From an optimization exercise on the open Yosys and OpenROAD flow, aimed at small area, a short achievable clock period and few clock cycles; shortcuts taken in it are not production practice.
Function was checked by simulation only, so behaviour that the tests miss may differ from the original.
Power is estimated from default activity; no workload was simulated.

==> inputs of job 8069 <==
Design primality_core, start of the top module:
module primality_core (
    input  wire        clk,
    input  wire        rst,
    input  wire        cmd_valid,
    output wire        cmd_ready,
    input  wire [2:0]  cmd_op,
    input  wire        cmd_dflt,
    input  wire [31:0] cmd_rounds,
    input  wire [63:0] cmd_a,
    input  wire [63:0] cmd_b,
    input  wire [63:0] cmd_m,
    output wire        wit_req,
    output wire [63:0] wit_n,
    input  wire        wit_valid,
    input  wire [63:0] wit_data,
    output wire        rsp_valid,
    input  wire        rsp_ready,
    output wire [63:0] rsp_data,
    output wire [2:0]  rsp_status,
    output wire        busy
);
    localparam integer K  = 4;                  
    localparam integer NC = (66 + K - 1) / K;   
    localparam integer RB = K * NC;             
    localparam integer TW = 67 + K;             
    localparam [2:0] OP_MULMOD  = 3'd0,
                     OP_MODPOW  = 3'd1,
                     OP_FERMATW = 3'd2,
                     OP_MRW     = 3'd3,
                     OP_FERMAT  = 3'd4,
                     OP_MR      = 3'd5;
    localparam [2:0] ST_OK        = 3'd0,
                     ST_MOD_ZERO  = 3'd1,
                     ST_ILLEGAL   = 3'd2,
                     ST_WIT_RANGE = 3'd3;
    localparam integer IDLE = 0,  DEC  = 1,  SKA  = 2,  SKB  = 3,
                       TZA  = 4,  TZB  = 5,  RED1 = 6,  RED2 = 7,
                       REDE = 8,  ROUND = 9, WREQ = 10, WC1  = 11,
                       WC2  = 12, MM   = 13, CPA  = 14, CK1  = 15,
                       CK2  = 16, EXP0 = 17, EXP1 = 18, GD1  = 19,
                       GD2  = 20, GADD = 21, GS1  = 22, GS2  = 23,
                       GEND = 24, RESP = 25, NS   = 26;
    reg [NS-1:0] st;
    reg [2:0]  op;
    reg [2:0]  stat;
    reg [31:0] rnds;
    reg [64:0] ra;               
    reg [63:0] rb;               
    reg [63:0] rm;               
    reg [64:0] yr;               
    reg [66:0] s_r;              
    reg [65:0] c_r;              
    reg        cin;              
    reg [K-1:0] xd;              
    reg [7:0]  cnt;
    reg [5:0]  j;                
    reg [5:0]  jtop;             
    reg [5:0]  ms;               
    reg [5:0]  mrj;              
    reg        inloop;
  ...
==> flow/config.mk <==
export PLATFORM = sky130hd
export DESIGN_NAME = primality_core
export DESIGN_NICKNAME = primality_core
export VERILOG_FILES = /design/flow/design.v
export SDC_FILE = /design/flow/constraint.sdc
export NUM_CORES = 4
export LEC_CHECK = 0
export CAP_MARGIN = 20
export CORE_MARGIN = 2
export CORE_UTILIZATION = 40
export SETUP_SLACK_MARGIN = 5
export SLEW_MARGIN = 20
==> flow/constraint.sdc <==
create_clock -name core_clock -period 12.0 [get_ports {clk}]
set_input_delay 2.4000 -clock core_clock [delete_from_list [all_inputs] [get_ports {clk}]]
set_output_delay 2.4000 -clock core_clock [all_outputs]
set_load 0.01 [all_outputs]
run.sh (not shown) runs the stock make flow with config.mk's settings and CLKGATE_MAP_FILE= SYNTH_SCRIPT=/design/flow/synth_recipe.tcl, a recipe that flattens the netlist after the stock synthesis.
==> job 2032 (differences from job 8069) <==
--- a/flow/design.v
+++ b/flow/design.v
@@ -35,22 +35,24 @@
                      ST_WIT_RANGE = 3'd3;
     localparam integer IDLE = 0,  DEC  = 1,  SKA  = 2,  SKB  = 3,
                        TZA  = 4,  TZB  = 5,  RED1 = 6,  RED2 = 7,
                        REDE = 8,  ROUND = 9, WREQ = 10, WC1  = 11,
                        WC2  = 12, MM   = 13, CPA  = 14, CK1  = 15,
                        CK2  = 16, EXP0 = 17, EXP1 = 18, GD1  = 19,
                        GD2  = 20, GADD = 21, GS1  = 22, GS2  = 23,
-                       GEND = 24, RESP = 25, NS   = 26;
+                       GEND = 24, RESP = 25, N3   = 26,
+                       NS   = 27;
     reg [NS-1:0] st;
     reg [2:0]  op;
     reg [2:0]  stat;
     reg [31:0] rnds;
     reg [64:0] ra;               
     reg [63:0] rb;               
     reg [63:0] rm;               
+    reg [65:0] n3;               
     reg [64:0] yr;               
     reg [66:0] s_r;              
     reg [65:0] c_r;              
     reg        cin;              
     reg [K-1:0] xd;              
     reg [7:0]  cnt;
     reg [5:0]  j;                
@@ -231,50 +233,45 @@
     wire [TW-1:0] ns = {{(TW-64){1'b0}}, rm};
     wire [TW-1:0] r_s  = {{(TW-66){1'b0}}, s_r[65:0]};
     wire [TW-1:0] r_c  = {{(TW-66){1'b0}}, c_r} | {{(TW-1){1'b0}}, cin};
     wire [TW-1:0] r_x0 = xd[0] ? ys        : {TW{1'b0}};
     wire [TW-1:0] r_x1 = xd[1] ? (ys << 1) : {TW{1'b0}};
     wire [TW-1:0] r_x2 = xd[2] ? (ys << 2) : {TW{1'b0}};
     wire [TW-1:0] r_x3 = xd[3] ? (ys << 3) : {TW{1'b0}};
-    wire [TW-1:0] r_q0 = q[0]  ? ns        : {TW{1'b0}};
-    wire [TW-1:0] r_q1 = q[1]  ? (ns << 1) : {TW{1'b0}};
-    wire [TW-1:0] r_q2 = q[2]  ? (ns << 2) : {TW{1'b0}};
-    wire [TW-1:0] r_q3 = q[3]  ? (ns << 3) : {TW{1'b0}};
+    wire [TW-1:0] n3s  = {{(TW-66){1'b0}}, n3};
+    wire [TW-1:0] r_m0 = q[1] ? (q[0] ? n3s : (ns << 1)) : (q[0] ? ns : {TW{1'b0}});
+    wire [TW-1:0] r_m1 = (q[3] ? (q[2] ? n3s : (ns << 1)) : (q[2] ? ns : {TW{1'b0}})) << 2;
     wire [2*TW-1:0] a1 = csa(r_s, r_c, r_x0);
     wire [2*TW-1:0] a2 = csa(r_x1, r_x2, r_x3);
     wire [2*TW-1:0] a3 = csa(a1[TW-1:0], a1[2*TW-1:TW], a2[TW-1:0]);
     wire [2*TW-1:0] a4 = csa(a3[TW-1:0], a3[2*TW-1:TW], a2[2*TW-1:TW]);
-    wire [2*TW-1:0] b1 = csa(r_q0, r_q1, r_q2);
-    wire [2*TW-1:0] b2 = csa(a4[TW-1:0], a4[2*TW-1:TW], r_q3);
-    wire [2*TW-1:0] b3 = csa(b1[TW-1:0], b1[2*TW-1:TW], b2[TW-1:0]);
-    wire [2*TW-1:0] b4 = csa(b3[TW-1:0], b3[2*TW-1:TW], b2[2*TW-1:TW]);
-    wire [TW-1:0] ta = b4[TW-1:0];
-    wire [TW-1:0] tb = b4[2*TW-1:TW];
+    wire [2*TW-1:0] b1 = csa(a4[TW-1:0], a4[2*TW-1:TW], r_m0);
+    wire [2*TW-1:0] b2 = csa(b1[TW-1:0], b1[2*TW-1:TW], r_m1);
+    wire [TW-1:0] ta = b2[TW-1:0];
+    wire [TW-1:0] tb = b2[2*TW-1:TW];
     wire [65:0] mm_s   = ta[K +: 66];
     wire [65:0] mm_c   = tb[K +: 66];
     wire        mm_cin = |ta[K-1:0];
     wire        bred = st[RED1] & ra[63] & !is_test;
-    wire [66:0] ad_p = st[CPA]            ? s_r :
-                       (st[RED1] | st[GD1]) ? {1'b0, yr, bred} :
-                       st[WC1]            ? {3'b000, rm} :
-                                            {2'b00, yr};
+    wire [66:0] ad_p = st[CPA]                      ? s_r :
+                       (st[RED1] | st[GD1] | st[N3]) ? {1'b0, yr, bred} :
+                                                      {2'b00, yr};
     wire [66:0] ad_q = st[CPA]  ? {1'b0, c_r} :
                        st[GADD] ? (gsq ? {1'b0, c_r} : {2'b00, ra}) :
-                       st[WC1]  ? ~{2'b00, ra} :
                                   ~{3'b000, rm};
     wire        ad_ci = st[CPA] ? cin : !st[GADD];
     wire [67:0] sum2 = {ad_p, ad_ci} + {ad_q, ad_ci};
     wire [66:0] sum  = sum2[67:1];
     wire       ebit  = is_modpow ? rb[j] : (rm[j] & (j != 6'd0));
     wire [5:0] estop = is_mr ? ms : 6'd0;
     wire [K*NC+K-1:0] yr_pad = {{(K*NC+K-65){1'b0}}, yr};
     wire [63:0] one_m = (rm[63:1] == 63'd0) ? 64'd0 : 64'd1;
     wire red_last = (cnt == (is_test ? 8'd2 * RB - 8'd1 :
                              gen     ? 8'd63 : 8'd63 + RB));
-    wire wit_ok = (ra[63:1] != 63'd0) && !s_r[66] && (s_r[65:1] != 65'd0);
+    wire wit_ok = (ra[63:1] != 63'd0) && s_r[66] && !(&s_r[65:0]);
     wire f_nm1 = f_hi & !s_r[0];
     wire f_eqn = f_hi & s_r[0];
     reg [NS-1:0] nx;
     reg          mm_go;           
     reg          mk_sq_n, mk_mul_n, mk_conv_n, mk_out_n;
     reg          g_go;            
     reg          gsq_n;
@@ -296,29 +293,31 @@
         end
         if (st[DEC]) begin
             if (op[2:1] == 2'b11) begin
                 set_y0 = 1'b1; nx[RESP] = 1'b1;
             end else if (!is_test) begin
                 if (rm == 64'd0) begin
                     set_y0 = 1'b1; nx[RESP] = 1'b1;
-                end else if (is_mulmod) begin
-                    red_go = 1'b1;
                 end else begin
-                    nx[SKA] = 1'b1;
+                    nx[N3] = 1'b1;
                 end
             end else if (rm[63:1] == 63'd0) begin
                 set_y0 = 1'b1; nx[RESP] = 1'b1;
             end else if (rm[63:2] == 62'd0) begin
                 set_y1 = 1'b1; nx[RESP] = 1'b1;
             end else if (!rm[0]) begin
                 set_y0 = 1'b1; nx[RESP] = 1'b1;
             end else begin
-                nx[SKA] = 1'b1;
+                nx[N3] = 1'b1;
             end
         end
+        if (st[N3]) begin
+            if (is_mulmod) red_go = 1'b1;
+            else           nx[SKA] = 1'b1;
+        end
         if (st[SKA]) nx[SKB] = 1'b1;
         if (st[SKB]) begin
             if (eb_r) begin
                 if (is_modpow)  red_go = 1'b1;
                 else if (is_mr) nx[TZA] = 1'b1;
                 else begin red_go = 1'b1; red_r2 = 1'b1; end
             end else if (j == 6'd0) begin
@@ -431,30 +430,33 @@
     wire y_sum   = (st[CPA] & !mk_out) | st[GADD];
     wire y_sr    = (st[RED2] | st[GD2] | st[GS2]) & !gsel_lt;
     wire y_dbl   = (st[RED2] | st[GD2]) & gsel_lt;
     wire y_pow   = st[CK2] & is_modpow;
     reg [64:0] yr_d;
     wire [5:0]  r2_sh  = st[SKB] ? j : jtop;
     wire [63:0] r2_one = 64'd1 << r2_sh;
-    wire [K-1:0] xd_d  = st[MM] ? yr_pad[K * (cnt[5:0] + 1) +: K] : yr_d[K-1:0];
+    wire [K-1:0] yr_lo_d = st[CPA] ? sum[K-1:0] : yr[K-1:0];
+    wire [K-1:0] xd_d  = st[MM] ? yr_pad[K * (cnt[5:0] + 1) +: K] : yr_lo_d;
     wire [K-1:0] ylo_d = !mm_go  ? yop[K-1:0] :
-                         mk_sq_n  ? yr_d[K-1:0] :
+                         mk_sq_n  ? yr_lo_d :
                          mk_mul_n ? ra[K-1:0] :
                          mk_conv_n ? rb[K-1:0] : {{(K-1){1'b0}}, 1'b1};
     always @(*) begin
         if (y_sum)                        yr_d = sum[64:0];
         else if (y_sr)                    yr_d = s_r[64:0];
         else if (y_dbl)                   yr_d = {yr[63:0], st[RED2] & ra[63] & !is_test};
         else if (y_pow)                   yr_d = f_eqn ? 65'd0 : s_r[64:0];
-        else if (st[WC1])                 yr_d = ra;
         else if (set_y0 | g_go | (st[REDE] & is_mulmod) | (red_go & !red_r2))
                                           yr_d = 65'd0;
         else if (red_r2)                  yr_d = {1'b0, r2_one};
         else if (set_y1)                  yr_d = 65'd1;
         else if (set_yone)                yr_d = {1'b0, one_m};
+        else if (st[DEC])                 yr_d = {rm, 1'b0};
+        else if (st[ROUND])               yr_d = ra;
+        else if (st[WREQ])                yr_d = {1'b0, wit_data};
         else                              yr_d = yr;
     end
     always @(posedge clk) begin
         yr <= yr_d;
         if (st[MM]) begin
             s_r <= {1'b0, mm_s};
             c_r <= mm_c;
@@ -472,14 +474,15 @@
                 c_r <= {1'b0, yr};
             if (mm_go | st[CPA])
                 cin <= 1'b0;
         end
         xd <= xd_d;
         xp <= xd_d * ylo_d;
         nn_r <= nn_d;
+        if (st[N3]) n3 <= sum[65:0];
         if (st[IDLE]) begin
             ra <= {1'b0, cmd_a};
             rb <= cmd_b;
             rm <= cmd_m;
             op <= cmd_op;
             if (cmd_op == OP_FERMATW || cmd_op == OP_MRW) rnds <= 32'd1;
             else if (cmd_dflt)                            rnds <= 32'd10;
@@ -546,15 +549,25 @@
         end
         if (rst) begin
             st <= {{(NS-1){1'b0}}, 1'b1};
         end else begin
             st <= nx;
         end
     end
-    assign cmd_ready  = st[IDLE];
-    assign busy       = !st[IDLE];
-    assign wit_req    = st[WREQ];
+    reg busy_r, nwreq_r;
+    always @(posedge clk) begin
+        if (rst) begin
+            busy_r  <= 1'b0;
+            nwreq_r <= 1'b1;
+        end else begin
+            busy_r  <= !nx[IDLE];
+            nwreq_r <= !nx[WREQ];
+        end
+    end
+    assign cmd_ready  = !busy_r;
+    assign busy       = busy_r;
+    assign wit_req    = !nwreq_r;
     assign wit_n      = rm;
     assign rsp_valid  = st[RESP];
     assign rsp_data   = yr[63:0];
     assign rsp_status = stat;
 endmodule
==> flow/flow/run.sh (new file) <==
#!/bin/bash
set -euo pipefail
bash standard.sh SETUP_SLACK_MARGIN=7 finish > std_flow.log 2>&1
==> flow/standard.sh (new file) <==
#!/bin/bash
# synth_recipe.tcl (not shown) runs the flow's synth.tcl, then flattens the netlist and writes it again
# the make line also repeats each setting of config.mk as NAME=value (left out here)
make -C /OpenROAD-flow-scripts/flow DESIGN_CONFIG=/design/flow/config.mk WORK_HOME=/design/flow/orfs CLKGATE_MAP_FILE= SYNTH_SCRIPT=/design/flow/synth_recipe.tcl "${@:-finish}"
Settings changed: ABC_AREA from default to 1, SETUP_SLACK_MARGIN 5 to default.
removed: flow/run.sh
==> notes <==
Non-clock buffer count: job 2032 is higher than job 8069 (8).
Maximum frequency: job 8069 is smaller than job 2032 (about 22%).
In job 2032 the clock-buffer cell count is higher than in job 8069, by 17.
In job 2032 the cell count is higher than in job 8069, by 26%.
Between job 2032 and job 8069, the lower wire length is in job 8069 (gap about 30%, measured against job 8069).
Between job 8069 and job 2032, the lower sequential power is in job 8069 (gap 8.7%, measured against job 2032).
In job 8069 the sequential share of layout area is lower than in job 2032, by 1.6 points.
Job 8069 produced a clean layout. Job 2032 finished clean.
Against job 8069, the critical path depth of job 2032 is higher by 6.
Against job 8069, the first-iteration DRC count of job 2032 is larger by 53%.
Of job 2032 and job 8069, job 8069 has the higher worst hold slack (gap 0.026 ns).
==> figures <==
quantity	job 8069	job 2032
Gate count of the mapped netlist	6057	8015
Most instantiated library cell after synthesis	inv_1	nand2_1
Pin count of the biggest net entering global routing	118	90
Filler-free cell count of the finished design	8060	10158
Sequential-cell power consumption	2.41 mW	2.64 mW
Post-route clock skew	0.05130 ns	0.03447 ns
Total Wirelength	250500 um	328500 um
Required time of the critical path	12.43 ns	12.60 ns
Capture instance of the worst register-to-register path	ra[43]	xp[3]
Count of clock tree sinks	510	579
Fraction of synthesized cell area taken by the top area cell type	0.2466	0.2719
Result of the run	no timing/DRC/antenna violations	no timing/DRC/antenna violations
Syn Nets	6970	8801
Average via count per standard cell	6.290	6.297
Cell area power density	195.4 nW/um2	166.1 nW/um2
First-iteration detailed-routing DRC count	6891	10516
Worst slack at placement	5.140 ns	5.064 ns
Synth Area in XOR/XNOR	0.02692	0.01638
Global placer's final weighted congestion	1.033	1.094
Per-instance average area after synthesis	9.107 um2	7.206 um2
Top achievable clock speed	0.1522 GHz	0.1952 GHz
Testbench counts of job 8069, summed over its fixed seeds: cycles 2,338,798.
Testbench counts of job 2032, summed over its fixed seeds: cycles 2,339,118.

-- what the ideal ports hide --
Ports are ideal in the flow. The routed layouts listed here were re-timed in OpenROAD. Step 1 assumes that a clkbuf_16 drives the clock port and a buf_2 every other input. Step 2, shift: input delay + t, output delay - t, t = (earliest + latest rising clock arrival at the registers) / 2. This alone moves slack from input paths to output paths. a / b / c = ideal / step 1 / step 2; a / b = the first two.
run	t, ns	setup WS [ns]	hold slack, ns
job 8069	0.794	5.429 / 5.429 / 5.429	0.436 / 0.436 / 0.436
job 2032	0.793	6.877 / 6.877 / 6.877	0.409 / 0.409 / 0.409
After both steps every run listed still meets setup and hold.
